From an optimization exercise on the open Yosys and OpenROAD flow, aimed at small area; shortcuts taken in it are not production practice.
Function was checked by simulation only, so behaviour that the tests miss may differ from the original.
Power figures rest on the tool's default switching activity, not on a simulated workload.

==> flow/design.v <==
module aqtc_symq (
    input  wire [31:0] c,
    input  wire [4:0]  e,
    input  wire [3:0]  lev,
    output wire [3:0]  q,
    output wire        range_ok
);
    wire signed [36:0] prod  = $signed({1'b0, lev}) * $signed(c);
    wire        [4:0]  rsh   = 5'd24 - e;
    wire signed [36:0] t     = prod >>> rsh;
    wire signed [36:0] qfull = ((t + 37'sd1) >>> 1) + $signed({34'd0, lev[3:1]});
    assign range_ok = (qfull >= 0) && (qfull <= $signed({33'd0, lev}) - 37'sd1);
    assign q        = qfull[3:0];
endmodule
module aqtc_asymq (
    input  wire [31:0] c,
    input  wire [4:0]  e,
    input  wire [4:0]  b,
    output reg  [15:0] code
);
    wire signed [6:0]  sh   = $signed({2'b00, e}) + $signed({2'b00, b}) - 7'sd25;
    wire signed [47:0] cx   = {{16{c[31]}}, c};
    wire        [4:0]  lsh  = sh[4:0];
    wire        [4:0]  rshv = 5'd0 - sh[4:0];
    wire signed [47:0] v    = sh[6] ? (cx >>> rshv) : (cx <<< lsh);
    wire signed [47:0] vmax = (48'sd1 <<< (b - 5'd1)) - 48'sd1;
    wire signed [47:0] vmin = -(48'sd1 <<< (b - 5'd1));
    reg  signed [47:0] vc;
    wire        [15:0] mask = (16'd1 << b) - 16'd1;
    always @(*) begin
        if (v > vmax)      vc = vmax;
        else if (v < vmin) vc = vmin;
        else               vc = v;
        code = vc[15:0] & mask;
    end
endmodule
module aqtc_qelem (
    input  wire        clk,
    input  wire        rst,
    input  wire        in_valid,
    input  wire        in_qblk,
    input  wire [10:0] in_slot,
    input  wire [31:0] in_c,
    input  wire [7:0]  in_e,
    input  wire [3:0]  in_bap,
    output reg         out_valid,
    output reg  [2:0]  out_err,
    output reg  [10:0] out_slot,
    output reg  [31:0] out_word,
    output reg         out_hwe,
    output reg  [10:0] out_hslot,
    output reg  [15:0] out_hval
);
    localparam [2:0] ERR_NONE   = 3'd0;
    localparam [2:0] ERR_BADEXP = 3'd3;
    localparam [2:0] ERR_QRANGE = 3'd4;
    reg [1:0]  cnt1, cnt2;
    reg        cnt4;
    reg [10:0] head1, head2, head4;
    reg [15:0] hval1, hval2, hval4;
    wire is_elem  = in_valid && !in_qblk;
    wire is_zero  = (in_bap == 4'd0);
    wire is_sym   = (in_bap >= 4'd1) && (in_bap <= 4'd5);
    wire is_grp   = (in_bap == 4'd1) || (in_bap == 4'd2) || (in_bap == 4'd4);
    wire bad_exp  = !is_zero && (in_e > 8'd24);
    reg [3:0] lev;
    always @(*) begin
        case (in_bap)
            4'd1:    lev = 4'd3;
            4'd2:    lev = 4'd5;
            4'd3:    lev = 4'd7;
            4'd4:    lev = 4'd11;
            4'd5:    lev = 4'd15;
            default: lev = 4'd0;
        endcase
    end
    reg [4:0] qbits;
    always @(*) begin
        case (in_bap)
            4'd14:   qbits = 5'd14;
            4'd15:   qbits = 5'd16;
            default: qbits = {1'b0, in_bap} - 5'd1;
        endcase
    end
    wire [3:0]  sym_q;
    wire        sym_ok;
    wire [15:0] asym_code;
    aqtc_symq u_symq (
        .c        (in_c),
        .e        (in_e[4:0]),
        .lev      (lev),
        .q        (sym_q),
        .range_ok (sym_ok)
    );
    aqtc_asymq u_asymq (
        .c    (in_c),
        .e    (in_e[4:0]),
        .b    (qbits),
        .code (asym_code)
    );
    wire err_range = is_sym && !bad_exp && !sym_ok;
    wire [2:0] err = bad_exp ? ERR_BADEXP : (err_range ? ERR_QRANGE : ERR_NONE);
    wire ok = (err == ERR_NONE);
    reg [1:0]  gcnt;
    reg [10:0] ghead;
    reg [15:0] ghval;
    reg [6:0]  weight;
    reg        glast;
    always @(*) begin
        gcnt  = 2'd0;
        ghead = 11'd0;
        ghval = 16'd0;
        glast = 1'b0;
        case (in_bap)
            4'd1: begin
                gcnt = cnt1; ghead = head1; ghval = hval1;
                glast = (cnt1 == 2'd2);
            end
            4'd2: begin
                gcnt = cnt2; ghead = head2; ghval = hval2;
                glast = (cnt2 == 2'd2);
            end
            4'd4: begin
                gcnt = {1'b0, cnt4}; ghead = head4; ghval = hval4;
                glast = cnt4;
            end
            default: ;
        endcase
        case ({in_bap, gcnt})
            {4'd1, 2'd0}: weight = 7'd9;
            {4'd1, 2'd1}: weight = 7'd3;
            {4'd2, 2'd0}: weight = 7'd25;
            {4'd2, 2'd1}: weight = 7'd5;
            {4'd4, 2'd0}: weight = 7'd11;
            default:      weight = 7'd1;
        endcase
    end
    wire [15:0] wq       = {12'd0, sym_q} * {9'd0, weight};
    wire        grp_open = (gcnt == 2'd0);           
    wire [15:0] head_sum = ghval + wq;
    reg  [15:0] own_val;
    reg         own_ph;
    always @(*) begin
        own_ph = 1'b0;
        if (is_zero)
            own_val = 16'd0;
        else if (is_grp) begin
            if (grp_open) begin
                own_val = wq;
            end else begin
                own_val = 16'd128;
                own_ph  = 1'b1;
            end
        end else if (is_sym)
            own_val = {12'd0, sym_q};
        else
            own_val = asym_code;
    end
    wire do_write = is_elem && ok;
    wire do_hwe   = do_write && is_grp && !grp_open;
    function [15:0] next_hval;
        input [15:0] cur;
        input [10:0] head;
        begin
            next_hval = cur;
            if (do_hwe && head == ghead)
                next_hval = head_sum;
            if (do_write && head == in_slot)
                next_hval = own_val;
        end
    endfunction
    wire sel1 = (in_bap == 4'd1);
    wire sel2 = (in_bap == 4'd2);
    wire sel4 = (in_bap == 4'd4);
    wire [10:0] nhead1 = (do_write && sel1 && cnt1 == 2'd0) ? in_slot : head1;
    wire [10:0] nhead2 = (do_write && sel2 && cnt2 == 2'd0) ? in_slot : head2;
    wire [10:0] nhead4 = (do_write && sel4 && !cnt4)        ? in_slot : head4;
    always @(posedge clk) begin
        if (rst) begin
            cnt1  <= 2'd0;
            cnt2  <= 2'd0;
            cnt4  <= 1'b0;
            head1 <= 11'd0;
            head2 <= 11'd0;
            head4 <= 11'd0;
            hval1 <= 16'd0;
            hval2 <= 16'd0;
            hval4 <= 16'd0;
        end else if (in_valid && in_qblk) begin
            cnt1  <= 2'd0;
            cnt2  <= 2'd0;
            cnt4  <= 1'b0;
            head1 <= 11'd0;
            head2 <= 11'd0;
            head4 <= 11'd0;
        end else if (do_write) begin
            if (sel1) cnt1 <= glast ? 2'd0 : cnt1 + 2'd1;
            if (sel2) cnt2 <= glast ? 2'd0 : cnt2 + 2'd1;
            if (sel4) cnt4 <= ~cnt4;
            head1 <= nhead1;
            head2 <= nhead2;
            head4 <= nhead4;
            hval1 <= next_hval(hval1, nhead1);
            hval2 <= next_hval(hval2, nhead2);
            hval4 <= next_hval(hval4, nhead4);
        end
    end
    always @(posedge clk) begin
        if (rst) begin
            out_valid <= 1'b0;
            out_err   <= 3'd0;
            out_slot  <= 11'd0;
            out_word  <= 32'd0;
            out_hwe   <= 1'b0;
            out_hslot <= 11'd0;
            out_hval  <= 16'd0;
        end else begin
            out_valid <= is_elem;
            out_err   <= err;
            out_slot  <= in_slot;
            out_word  <= do_write ? {8'd0, in_bap, 3'd0, own_ph, own_val} : 32'd0;
            out_hwe   <= do_hwe;
            out_hslot <= do_hwe ? ghead : 11'd0;
            out_hval  <= do_hwe ? head_sum : 16'd0;
        end
    end
endmodule
==> flow/run.sh <==
#!/bin/bash
# synth_recipe.tcl (not shown) runs the flow's synth.tcl, then flattens the netlist and writes it again
# the make line also repeats each setting of config.mk as NAME=value (left out here)
make -C /OpenROAD-flow-scripts/flow DESIGN_CONFIG=/design/flow/config.mk WORK_HOME=/design/flow/orfs CLKGATE_MAP_FILE= SYNTH_SCRIPT=/design/flow/synth_recipe.tcl finish
==> flow/config.mk <==
export PLATFORM = sky130hd
export DESIGN_NAME = aqtc_qelem
export DESIGN_NICKNAME = aqtc_qelem
export VERILOG_FILES = /design/flow/design.v
export SDC_FILE = /design/flow/constraint.sdc
export NUM_CORES = 4
export LEC_CHECK = 0
export CAP_MARGIN = 20
export CORE_MARGIN = 2
export CORE_UTILIZATION = 40
export SLEW_MARGIN = 20
==> flow/constraint.sdc <==
create_clock -name core_clock -period 20.0 [get_ports {clk}]
set_input_delay 4.0000 -clock core_clock [delete_from_list [all_inputs] [get_ports {clk}]]
set_output_delay 4.0000 -clock core_clock [all_outputs]
set_load 0.01 [all_outputs]
==> results list <==
* Max-slew violation count: 0
- Met2 layer usage reported by global route: 46.3%
* Largest net degree at the start of global routing: 73
* First-pass GRT wire length: 177 mm
- Final Hold Violating Endpoints: 0
- Worst-case vdd ir drop: 0.0637 mV
- The synthesized design spends more area on one cell type than any other, namely ha_1.
* Area share of the largest cell type after synthesis: 10.9%
* TritonCTS buffer count: 17
- Derived from the worst setup path, the maximum achievable clock frequency is 0.0530 GHz.
- Placed wire-length estimate after detailed placement: 89.8 mm
* Launch instance of the worst register-to-register path: cnt2[0]$_SDFFE_PP0N_
- Worst path max stage delay: 0.71 ns
* Max-slew headroom at the worst pin: 23.7%
- Starting Density: 40.2%
* Total of endpoints with negative setup slack in the final report: 0
- Via Count: 31,500
* Proportion of layout cells with a drive suffix above 1: 7.23%
- The initial antenna violation count was 2.
- Endpoint of the most critical register-to-register path: hval2[14]$_SDFFE_PP0P_
- The most used flip-flop cell after synthesis is dfxtp_1.
- In this run the count of I/O pins placed on the die edge is 134.
- The worst setup path is launched from an input pin.
- The tightest min-delay check is of the flop to flop type.
- Of all flip-flops after synthesis, the portion carrying an async set or reset was 0%.
- Antenna Nets Post-Route: 0
- Pwr Density: 89.2 nW/µm²
* Biggest area contributors in the synthesized netlist: ha_1, dfxtp_1, nor2_1, nand2_1, fa_1
- CTS placed an instance of clkbuf_16 at the clock tree root.
* Setup TNS Final: 0 ns
- Synthesis instantiated 128 different standard cells from the library.
- For this design the static power due to leakage is 0.0134 µW.
- After technology mapping, the gate count stands at 4,076.
- Area of the core: 72,700 µm²
- The clock passes through at most 2 buffers.
- The synthesized design contains 0 enable-type register cells.
- Tracing the worst setup path back leads to its startpoint at in_bap[0].
- Number of synthesized register bits: 149
- After detailed routing, the average wire length per cell comes to 23.1 µm.
* Clk slew on worst S/H paths: 0.07 ns
- Number of design rule violations left after detail routing: 0
- Max-cap violations in this run came to 0.
- Average cell area after synthesis: 7.17 µm²
* Sequential area share after synthesis: 10.2%
- Final cell utilization of the core: 43.9%
* Routed Wire Length: 116 mm
* Aggregate global routing overflow: 0
- The clock tree synthesis step divided the H-tree into 4 levels.
- At the later pin of the worst-skew pair, clock insertion delay measures 0.45 ns.
- Global-route track usage on met3: 3.51%
* Filler Cells Inserted: 7,556
- Quantity of I/O buffers inserted on ports: 122
- After synthesis the cells add up to 29,200 µm².
* Final Wtd Congestion: 0.997
- Data arrival at the endpoint of the critical path: 19.20 ns
- After the last flow step, the layout net total stands at 4,410.
* Most used cell along the critical path: buf_4
* Final setup skew: 0.0146 ns
* CTS tree: built
- Compared with the post-synthesis result, the final layout area differs by 9.24%.
- After layout, the worst path uses 94.4% of the clock period.
* Minimum clock period after layout: 18.88 ns
- Count of cells along the worst hold path: 2
- The run finished with no timing, DRC or antenna violations.
- Worst min-delay path endpoint: hval2[11]$_SDFFE_PP0P_
* Required time reported for the critical path endpoint: 20.32 ns
- Drt via density: 6.30
- Max Fanout on Critical Path: 29
- Transition time at the pin with the least slew margin: 1.14 ns
- The floorplan step defined a die boundary enclosing 75,300 µm².
* First-pass detailed-route iteration total: 7
- Start point of the worst min-delay path: hval2[11]$_SDFFE_PP0P_
- For flop-to-flop paths, the worst setup slack is 13.54 ns.
* Sink count of the clock tree: 149
* Unrepaired setup endpoints after global routing: false
* WS Path Type: input pin to flop
- From left edge to right edge, the die measures 274 µm.
- In this run the vertical extent of the chip is 274 µm.
* Number of global-route vias before repair: 29,200
- GRT busiest layer: met2
- Yosys warning count: 2
* Crit-path slowest cell: or4b_1
- In this run, post-CTS hold repair placed 0 buffers.
- Detailed router's first-iteration violation count: 3,918
* Number of standard-cell rows in the floorplan: 99
* Global routing met1 resource utilization: 43.2%
* Overall Global Routing Usage: 30.0%
- STA classifies the critical path endpoint as a flop.
* Worst reg2reg path depth: 22
[repair_timing]
action	in CTS	in global routing
resized for setup	0	4
setup endpoints to repair	0	52
buffers inserted	0	1
[critical path: cells and delay by family]
kind / cells / cell delay (ns)
simple gates: 21 / 5.39
mux: 1 / 0.24
xor+xnor: 3 / 0.62
fa+ha+maj: 6 / 2.29
buf+inv: 11 / 2.99
compound gates: 12 / 3.62
[flip-flops by register name (all words and copies together), names as in the netlist]
name / count
head4: 11
out_valid: 1
out_hval: 16
cnt2: 2
hval1: 16
head2: 11
out_word: 21
cnt1: 2
cnt4: 1
head1: 11
hval2: 16
out_hwe: 1
out_slot: 11
hval4: 16
out_hslot: 11
out_err: 2
[power by group]
group,switching (µW),internal [µW],total [µW]
clock network,143,227,369
registers,0.684,299,299
logic,1430,756,2180
[cells in the final DEF (no fill, tap or decap), types with 28 or more instances in the layout]
cell type / instances
nor2_1: 432
nand2_1: 418
a21oi_1: 292
ha_1: 253
inv_1: 242
o21ai_0: 202
and2_1: 162
dfxtp_1: 149
mux2i_1: 126
clkdlybuf4s50_1: 120
a211oi_1: 102
nor3_1: 101
nand3_1: 100
xnor2_1: 75
xor2_1: 75
fa_1: 73
buf_4: 73
nand4_1: 61
a21o_1: 55
nor2b_1: 49
nand2b_1: 42
a31oi_1: 41
mux4_2: 40
o21a_1: 36
and3_1: 32
o211ai_1: 32
nor4_1: 32
mux2_2: 31
a22oi_1: 28
o22ai_1: 28
[cells by family (layout without fill, tap and decap cells)]
kind of cell,after synthesis,count (layout),share of synthesized area (%)
multiplexers,202,202,8.82
AND/OR/NAND/NOR,1571,1571,26.4
adder cells (fa/ha/maj),328,328,15.9
buffers and inverters,524,474,7.05
XOR/XNOR,163,163,4.93
AO/OA/AOI/OAI,1138,1138,26.7
other,1,12,0.0128
flip-flops,149,149,10.2
[routing by layer]
layer / up-vias / routed length (µm)
li1: 14700 / -
met1: 15100 / 52300
met2: 1468 / 50100
met3: 238 / 9290
met4: 0 / 3770
met5: - / 0
[through the flow]
| stage | std cells | hold WS, ns | instance area (µm²) | power (µW) | setup WS (ns) |
|---|---|---|---|---|---|
| after CTS | 4994 | 0.502 | 31900 | 2800 | 0.898 |
| final | 4996 | 0.499 | 31900 | 2850 | 1.12 |
| after detailed placement | 4962 | 0.487 | 31200 | 2420 | 0.462 |
| after global routing | 4995 | 0.522 | 31900 | 3060 | 0.0226 |
| after floorplan | 4086 | 0.459 | 29300 | 1790 | 3.87 |
| after global placement | 4962 | 0.485 | 31200 | 2420 | 0.741 |
[how the worst max path moves through the flow]
stage                             endpoint  slack, ns  depth (start not counted)
floorplan            hval1[7]$_SDFFE_PP0P_       3.87                         53
global placement    hval1[11]$_SDFFE_PP0P_       0.74                         48
detailed placement  hval1[11]$_SDFFE_PP0P_       0.46                         49
CTS                 hval1[11]$_SDFFE_PP0P_       0.90                         49
global route         hval2[2]$_SDFFE_PP0P_       0.02                         54
finish               hval2[2]$_SDFFE_PP0P_       1.12                         54
[Yosys cell counts (28+ instances only)]
master and instances:
o22ai_1 28, nand4_1 61, dfxtp_1 149, nor2_1 434, a22oi_1 28, ha_1 254
fa_1 74, nand2_1 419, o21ai_0 202, nand2b_1 42, nor4_1 35, a21oi_1 292
o21a_1 36, nand3_1 100, nor3_1 102, a211oi_1 103, and3_1 32, nor2b_1 49
mux2i_1 126, o211ai_1 32, a21o_1 57, mux4_2 40, clkbuf_1 212, and2_1 162
xor2_1 80, mux2_2 31, a31oi_1 43, xnor2_1 81, inv_1 242
[area by class of cell]
cell class	instances	area, µm²	share of cell area (%)
Timing Repair Buffer	195	1760	5.51
Sequential cell	149	2980	9.34
Inverter	247	927	2.90
Multi-Input combinational cell	3413	24400	76.4
Tap cell	959	1200	3.76
Antenna cell	1	2.50	0.00783
Clock buffer	18	439	1.37
Clock inverter	14	221	0.693

## static timing again, ports no longer ideal
How much do the figures lean on ideal ports? The routed layout below was timed once more, with nothing changed but the port constraints.
Step 1 assumes that a clkbuf_16 drives the clock port and a buf_2 every other input.
Step 2 also shifts input and output timing later by t, the mid clock arrival at the registers, as if the neighbouring blocks saw the same clock.
a / b / c = no drivers / after step 1 / after step 2; a / b = the first two.
t, ns: 0.498
setup WS [ns]: 1.116 / 1.040 / 0.541
slew at the worst register clock pin (ns): 0.07 / 0.07
worst slew at a driven data input, ns: 0.12
pins driven straight from the clock port: 1
After both steps setup and hold are still met in this run. The setup slack of this run moves by -0.076 ns with the drivers and by -0.575 ns with both steps.
